Source: an optimization exercise on an open RTL-to-GDS flow (aim: small area, a short achievable clock period and few clock cycles per item). Production flows keep margins and buffers that such runs may drop.
The RTL was checked by simulation tests, not by an equivalence proof against the original design.

## flow/design.v (module list and top-level ports; edited modules follow where they fit)
// module fsk_goertzel_demod: 792 lines
module fsk_goertzel_demod (
    input  wire        clk,
    input  wire        rst,
    input  wire        in_valid,
    output wire        in_ready,
    input  wire [1:0]  in_cmd,
    input  wire [15:0] in_data,
    input  wire [15:0] cfg_spb,
    input  wire [15:0] cfg_coeff0,
    input  wire [15:0] cfg_coeff1,
    output reg         out_valid,
    output reg  [7:0]  out_byte
);
  // ...
==> flow/run.sh <==
#!/bin/bash
# synth_recipe.tcl (not shown) runs the flow's synth.tcl, then flattens the netlist and writes it again
# the make line also repeats each setting of config.mk as NAME=value (left out here)
make -C /OpenROAD-flow-scripts/flow DESIGN_CONFIG=/design/flow/config.mk WORK_HOME=/design/flow/orfs CLKGATE_MAP_FILE= SYNTH_SCRIPT=/design/flow/synth_recipe.tcl finish
==> flow/config.mk <==
export PLATFORM = sky130hd
export DESIGN_NAME = fsk_goertzel_demod
export DESIGN_NICKNAME = fsk_goertzel_demod
export VERILOG_FILES = /design/flow/design.v
export SDC_FILE = /design/flow/constraint.sdc
export NUM_CORES = 4
export LEC_CHECK = 0
export CAP_MARGIN = 20
export CORE_MARGIN = 2
export CORE_UTILIZATION = 65
export SLEW_MARGIN = 20
==> flow/constraint.sdc <==
create_clock -name core_clock -period 20.0 [get_ports {clk}]
set_input_delay 4.0000 -clock core_clock [delete_from_list [all_inputs] [get_ports {clk}]]
set_output_delay 4.0000 -clock core_clock [all_outputs]
set_load 0.01 [all_outputs]
==> impl_metrics.py, run 1 <==
metrics = {
    "final_layout": {
        "multi_input_comb_cells": 2093,
        "final_cell_mix": "399 x nand2_1, 381 x dfxtp_1, 232 x inv_1",
        "clkbuf_count": 54,
    },
    "sta": {
        "rsz0062_at_grt": "no",
        "max_slew.worst_pin.slew_ns": 1.12,
        "drv_slew": 0,
    },
    "placement": {
        "place.gp.congestion": 0.939,
        "dpl-instance-area_um2": 27400,
        "place_inst": 3384,
    },
    "critical_path": {
        "r2r-end": "s1a[13]",
        "cpMostUsedCell": "fa_1",
        "cp-endpoint": "s1a[13]",
        "r2r_start": "frb",
        "crit_family": "compound AO/OA/AOI/OAI gates",
        "worstPathMaxFanout": 61,
    },
    "clocking": {
        "cts_setup_buffers": 0,
        "clk_pin_slew_ns": 0.07,
        "cts_buffers": 44,
    },
    "logic_synthesis": {
        "synth-compound-area-share_pct": 15.0,
        "synth_fa_ha_area_share_pct": 18.9,
        "synth_area_leaders": "dfxtp_1 29%, fa_1 12%, ha_1 7.1%",
        "synthXorXnorAreaFrac_pct": 10.3,
        "synth_area_per_cell_um2": 8.99,
        "synthMuxAreaShare_pct": 1.90,
        "synth_area_um2": 26400,
        "async_reset_ff_share_pct": 0,
        "synth_edf_count": 42,
    },
    "drt": {
        "routed_via_density": 6.01,
        "drc": 0,
        "wl_met1_um": 30400,
    },
    "status": {
        "status": "timing/DRC/antenna clean",
    },
    "floorplanning": {
        "die_width_um": 206,
        "core_area_um2": 39900,
    },
    "grt": {
        "use_met3_pct": 4.83,
        "globalRouteOverflowTotal": 0,
    },
    "min_path": {
        "holdPathEnd": "m0[24]",
        "hold_class": "flip-flop to flip-flop",
    },
}
Testbench counts, summed over its fixed seeds: cycles 269,736, items 384.
==> inputs of run 2 (changes only) <==
--- a/flow/config.mk
+++ b/flow/config.mk
@@ -6,4 +6,5 @@
 export NUM_CORES = 4
 export LEC_CHECK = 0
+export ABC_AREA = 1
 export CAP_MARGIN = 20
 export CORE_MARGIN = 2
==> run 2 against run 1 <==
Non-clock buffer count is 12 lower. Die area is 5.8% higher. Synthesized cell count is 21% higher. Register-to-register slack better by 0.37 ns. Design area is 5.9% higher. Critical path depth is 17 lower. Final cell count is 20% higher. Sequential share of layout area is 1.7 points lower. Critical path type is now flip-flop to primary output. Largest cell class unchanged.
==> impl_metrics.py, run 2 <==
metrics = {
    "logic_synthesis": {
        "synth_area_leader_cell": "dfxtp_1",
        "synthCells": 3549,
        "async_reset_ff_share_pct": 0,
        "synth_edf_count": 42,
        "synth_area_leaders": "dfxtp_1 27%, fa_1 11%, inv_1 8.1%",
        "yosysMostFrequentCell": "inv_1",
        "netlist.area_leader.share_pct": 27.3,
        "synth.net_count": 3924,
        "synth_common_cells": "602 x inv_1, 587 x nand2_1, 382 x dfxtp_1",
        "synth_area_per_cell_um2": 7.89,
        "ys_seq_elements": 424,
        "yosysSeqAreaShare_pct": 31.8,
        "synth_area_um2": 28000,
        "synthDistinctLibCells": 56,
        "yosys_warnings": 1,
        "ys.flop_type": "dfxtp_1",
    },
    "critical_path": {
        "r2r-end": "r1[17]",
        "worstPathMaxFanout": 17,
        "start_kind": "flip-flop",
        "required_ns": 16.00,
        "r2r_slack_ns": 14.27,
        "crit_path_end_kind": "primary output",
        "cp.arrival_ns": 1.89,
        "path_class": "flip-flop to primary output",
        "r2r_start": "ca[0]",
        "reg2reg_depth": 20,
    },
    "min_path": {
        "min_from": "m2[3]",
        "whs_path_depth": 0,
        "hold_class": "flip-flop to flip-flop",
        "holdPathEnd": "m1[3]",
    },
    "clocking": {
        "clk_latency_ns": 0.59,
        "root_buffer": "clkbuf_16",
        "htree_levels": 2,
        "clock-sinks": 424,
        "clk_pin_slew_ns": 0.07,
        "tritoncts": "yes",
        "cts_resized": 0,
        "ctsHoldBuffers": 0,
        "cts_setup_buffers": 0,
        "cts_buffers": 45,
        "cts_buffer_depth": 3,
    },
    "flow_run": {
        "drv_cap": 0,
    },
    "final_layout": {
        "seq_area_um2": 8910,
        "nFillCells": 3400,
        "syn_to_final_growth_pct": 9.39,
        "top_register": "acc",
        "largest_reg_flops": 30,
        "nNetsFinal": 3933,
        "layout_commonest_cell": "inv_1",
        "drive_gt1_share_pct": 4.28,
        "final_cell_mix": "601 x inv_1, 586 x nand2_1, 382 x dfxtp_1",
        "multi_input_area_um2": 16300,
    },
    "sta": {
        "hold_violations": 0,
        "fin_crit_ns": 5.89,
        "setup_viol": 0,
        "slew_headroom_pct": 25.9,
        "drv_slew": 0,
        "finalWorstSetupSlack_ns": 14.11,
        "min_period_over_period_pct": 29.5,
        "fin_skew_ns": 0.0248,
        "finalSetupTns_ns": 0,
        "max_slew.worst_pin.slew_ns": 1.11,
        "rsz0062_at_grt": "no",
        "fmax_ghz": 0.170,
    },
    "placement": {
        "place_hpwl_um": 63100,
        "place.gp.congestion": 0.987,
        "io_buffer_count": 78,
        "place_ws_ns": 14.39,
    },
    "drt": {
        "drc": 0,
        "routed_via_density": 5.89,
        "ant_nets": 0,
        "drtPass1Iterations": 6,
        "vias": 24400,
        "drt-total-wl_um": 82400,
        "dr.first_iter.drc_count": 2296,
        "post_drt_wl_per_cell_um": 19.9,
    },
    "floorplanning": {
        "die_height_um": 212,
        "io_pins": 79,
        "start_util_pct": 65.4,
        "die_width_um": 212,
        "fp-row-count": 76,
        "core_area_um2": 42800,
        "dieArea_um2": 44800,
    },
    "grt": {
        "grt_pass1_vias": 24400,
        "grt_pass1_wl_um": 130000,
        "globalRouteOverflowTotal": 0,
        "grt_usage_pct": 37.4,
        "grt_start_max_net_pins": 76,
        "antenna_found_initial": 5,
    },
    "status": {
        "status": "timing/DRC/antenna clean",
    },
}
run 2: cells by family (layout without fill, tap and decap cells):
| kind of cell | Yosys count | count (layout) | share of synthesized area (%) |
|---|---|---|---|
| buffers and inverters | 746 | 792 | 10.1 |
| adders and majority gates | 306 | 306 | 17.9 |
| AOI/OAI and AO/OA | 726 | 726 | 15.1 |
| DFF | 424 | 424 | 31.8 |
| and+or+nand+nor | 1056 | 1056 | 16.0 |
| muxes | 4 | 4 | 0.143 |
| other | 0 | 5 | 0 |
| xor gates and xnor gates | 287 | 287 | 8.98 |
run 2: worst max path at each step:
stage / to / startpoint / cells after the start / slack, ns
2_1_floorplan: out_byte[0] / rst / 2 / 15.05
3_3_place_gp: out_byte[4] / rst / 2 / 14.46
3_5_place_dp: out_byte[5] / rst / 2 / 14.39
4_1_cts: in_ready / rdy / 2 / 14.09
5_1_grt: r1[17] / ca[0] / 20 / 13.93
6_report: in_ready / rdy / 2 / 14.11
run 2: metal layers:
layer | GRT usage (%) | vias to the layer above | routed length [um]
li1 | - | 11600 | -
met5 | 0 | - | 0
met1 | 48.5 | 11500 | 34200
met4 | 19.1 | 0 | 4390
met3 | 8.00 | 227 | 7380
met2 | 59.1 | 1108 | 36400
run 2: worst max-delay path, cell delays in order (launching register included):
cell	delay [ns]
dfxtp_1	0.37
buf_4	0.30
clkdlybuf4s50_1	0.60
run 2: area by class of cell:
type / instances / share of cell area, %
multi-input combinational: 2379 / 53.2
tap: 546 / 2.23
clock inverter: 25 / 0.899
clock buffer: 59 / 4.04
antenna: 5 / 0.0408
timing repair buffer: 96 / 2.99
inverter: 612 / 7.50
sequential: 424 / 29.1
run 2: per-stage QoR:
stage	hold slack [ns]	instances	utilization [%]	cell area, um2
global placement	0.310	4057	68.0	29100
floorplan	0.310	3549	-	28000
global route	0.311	4145	71.6	30600
CTS	0.300	4141	71.6	30600
detailed placement	0.312	4057	68.0	29100
finish	0.304	4146	71.6	30600
==> inputs of run 3 (changes only) <==
--- a/flow/config.mk
+++ b/flow/config.mk
@@ -6,7 +6,6 @@
 export NUM_CORES = 4
 export LEC_CHECK = 0
-export ABC_AREA = 1
 export CAP_MARGIN = 20
 export CORE_MARGIN = 2
-export CORE_UTILIZATION = 65
+export CORE_UTILIZATION = 40
 export SLEW_MARGIN = 20
==> run 3 against run 2 <==
Still clean on timing, DRC and antenna. Design area is 3.9% lower. Critical path depth is 18 higher. Via count is 16% lower. Flip-flop and latch count stayed put. Area after synthesis is 5.6% lower. Non-clock buffer count is 17 higher. Synthesized cell count is 17% lower. Count of clock-buffer cells in the layout is 2 lower. Wire length is 12% lower. Final cell count is 8.0% lower.
==> impl_metrics.py, run 3 <==
metrics = {
    "status": {
        "status": "timing/DRC/antenna clean",
    },
    "final_layout": {
        "final_cell_mix": "399 x nand2_1, 381 x dfxtp_1, 232 x inv_1",
        "nFillCells": 6368,
        "fin_util_pct": 44.8,
        "nNetsFinal": 3287,
        "top_register": "acc",
        "n_antenna_cell": 0,
        "layout_commonest_cell": "nand2_1",
        "syn_to_final_growth_pct": 11.4,
        "drive_gt1_share_pct": 5.22,
        "largest_reg_flops": 30,
    },
    "sta": {
        "rsz0062_at_grt": "no",
        "setup_viol": 0,
        "hold_violations": 0,
        "drv_slew": 0,
        "finalSetupTns_ns": 0,
        "whs_ns": 0.319,
        "slew_headroom_pct": 27.6,
        "fin_skew_ns": 0.0243,
        "fmax_ghz": 0.166,
        "max_slew.worst_pin.slew_ns": 1.08,
        "min_period_over_period_pct": 30.2,
        "fin_crit_ns": 6.04,
    },
    "floorplanning": {
        "die_height_um": 261,
        "die_width_um": 261,
        "dieArea_um2": 68100,
        "io_pins": 79,
        "core_area_um2": 65600,
        "start_util_pct": 40.3,
        "fp-row-count": 94,
    },
    "logic_synthesis": {
        "synthCells": 2939,
        "synthXorXnorAreaFrac_pct": 10.3,
        "async_reset_ff_share_pct": 0,
        "synth_top_family_by_area": "adder cells",
        "ys_seq_elements": 424,
        "ys.flop_type": "dfxtp_1",
        "netlist.area_leader.share_pct": 28.9,
        "synth_fa_ha_area_share_pct": 18.9,
        "yosys_warnings": 1,
        "synth_edf_count": 42,
        "synthDistinctLibCells": 86,
        "synthMuxAreaShare_pct": 1.90,
        "synth-compound-area-share_pct": 15.0,
        "synth.net_count": 3314,
        "yosysSeqAreaShare_pct": 33.7,
        "synth_area_um2": 26400,
        "synth_area_leader_cell": "dfxtp_1",
        "synth_common_cells": "399 x nand2_1, 382 x dfxtp_1, 232 x inv_1",
        "synth_area_per_cell_um2": 8.99,
        "yosysMostFrequentCell": "nand2_1",
        "synthSimpleGateAreaFrac_pct": 14.1,
        "synth_area_leaders": "dfxtp_1 29%, fa_1 12%, ha_1 7.1%",
    },
    "drt": {
        "ant_nets": 0,
        "drt-total-wl_um": 72700,
        "routed_via_density": 5.39,
        "dr.first_iter.drc_count": 1345,
        "drtPass1Iterations": 5,
        "vias": 20600,
        "drc": 0,
        "post_drt_wl_per_cell_um": 19.1,
    },
    "clocking": {
        "tritoncts": "yes",
        "clk_pin_slew_ns": 0.06,
        "cts_buffer_depth": 3,
        "htree_levels": 2,
        "ctsHoldBuffers": 0,
        "cts_buffers": 46,
        "clock-sinks": 424,
        "cts_resized": 0,
        "root_buffer": "clkbuf_16",
        "cts_setup_buffers": 0,
        "clk_latency_ns": 0.61,
    },
    "placement": {
        "io_buffer_count": 78,
        "place_hpwl_um": 55900,
        "place.gp.congestion": 0.921,
    },
    "critical_path": {
        "required_ns": 20.49,
        "worstPathCellList": "ha_1 -> nor2b_2 -> buf_4 -> xor2_1 -> a22oi_1 -> fa_1 -> inv_1 -> fa_1 -> fa_1 -> ha_1 -> a21oi_1 -> o21ai_0 -> a211oi_1 -> o31a_1 -> o21ai_0 -> a211oi_1 -> o21bai_1 -> xnor2_1 -> nor2_1 -> o22a_1",
        "worstPathMaxFanout": 26,
        "start_kind": "flip-flop",
        "cpMostUsedCell": "fa_1",
        "path_class": "flip-flop to flip-flop",
        "crit_path_end_kind": "flip-flop",
        "cp.arrival_ns": 6.52,
        "slowest_delay_ns": 0.62,
        "cp_slowest_cell": "a211oi_1",
    },
    "grt": {
        "grt_pass1_vias": 20800,
        "grt_usage_pct": 21.4,
        "antenna_found_initial": 1,
        "globalRouteOverflowTotal": 0,
        "grt_start_max_net_pins": 73,
        "grt_pass1_wl_um": 115000,
    },
    "min_path": {
        "hold_class": "flip-flop to flip-flop",
    },
    "flow_run": {
        "drv_cap": 0,
    },
}
-- run 3: changes by cell type in the layout (fill, tap and decap cells not counted), moves of 29 or more --
cell,before,now
a21oi_1,166,107
o211ai_1,46,14
nand2b_1,0,29
mux2i_1,4,45
a22oi_1,25,56
nor2b_1,1,34
inv_1,601,232
nand2_1,586,399
xnor2_1,73,184
nand3_1,151,47
o22ai_1,180,123
xor2_1,214,126
nor2_1,201,168
o21ai_0,224,102
-- run 3: final timing paths --
check	from	end	slack [ns]	cells past startpoint
setup / recovery	cb[11]	s1a[22]	13.96	20
hold / removal	d2[20]	d1[20]	0.32	0
setup reg to reg	cb[11]	s1a[22]	13.96	20
hold reg to reg	d2[20]	d1[20]	0.32	0
-- run 3: kinds of logic (layout without fill, tap and decap cells) --
family / after synthesis / in the layout
AND/OR/NAND/NOR: 822 / 822
AO/OA/AOI/OAI: 606 / 606
flip-flops: 424 / 424
buffers and inverters: 422 / 432
XOR/XNOR: 310 / 310
adder cells (fa/ha/maj): 306 / 306
multiplexers: 49 / 49
-- run 3: metrics by stage --
| step | worst slack, ns | area (um2) | std cells |
|---|---|---|---|
| detailed placement | 14.02 | 27900 | 3728 |
| CTS | 13.99 | 29400 | 3813 |
| global route | 13.68 | 29400 | 3813 |
| floorplan | 14.63 | 26400 | 2939 |
| global placement | 14.16 | 27900 | 3727 |
| finish | 13.96 | 29400 | 3813 |
-- run 3: final cells by class --
class / instances / area, um2 / area share [%]
clock buffers: 57 / 1230 / 4.19
clock inverters: 28 / 308 / 1.05
inverters: 234 / 878 / 2.98
multi-input cells: 2093 / 16000 / 54.3
flip-flops and latches: 424 / 8910 / 30.3
well taps: 864 / 1080 / 3.67
repair buffers: 113 / 1050 / 3.57
-- run 3: layer usage --
metal	global-route usage (%)	vias to the layer above	wire length, um
met2	34.4	521	32600
li1	-	9883	-
met3	3.35	138	3950
met5	0	-	7
met1	29.2	10000	33500
met4	7.80	2	2600
-- run 3: critical path: cells and delay by family, from the launching register on --
| family | cells | cell delay [ns] |
|---|---|---|
| fa+ha+maj | 5 | 1.93 |
| xor+xnor | 2 | 0.62 |
| simple gates | 2 | 0.18 |
| buf+inv | 2 | 0.48 |
| flops | 1 | 0.38 |
| compound gates | 9 | 2.32 |

## afterwards: timing with drivers on the ports
How much do the figures lean on ideal ports? The routed layouts below were timed once more, with nothing changed but the port constraints. Step 1: set_driving_cell puts a clkbuf_16 on clk and a buf_2 on each other input, an assumption about the parent block. Step 2 moves the port delays by t, midway between the first and last clock arrival at a register: inputs arrive t later, outputs are due t later. That takes back most of the time a late clock gives input paths. a / b / c = no drivers / after step 1 / after step 2; a / b = the first two.
run	t, ns	setup slack, ns	latest minus earliest clock arrival (ns)
run 1	0.657	13.898 / 13.898 / 13.898	0.034 / 0.034
run 2	0.639	14.110 / 14.049 / 14.267	0.025 / 0.025
run 3	0.655	13.962 / 13.962 / 13.962	0.024 / 0.024
After both steps every run listed still meets setup and hold.
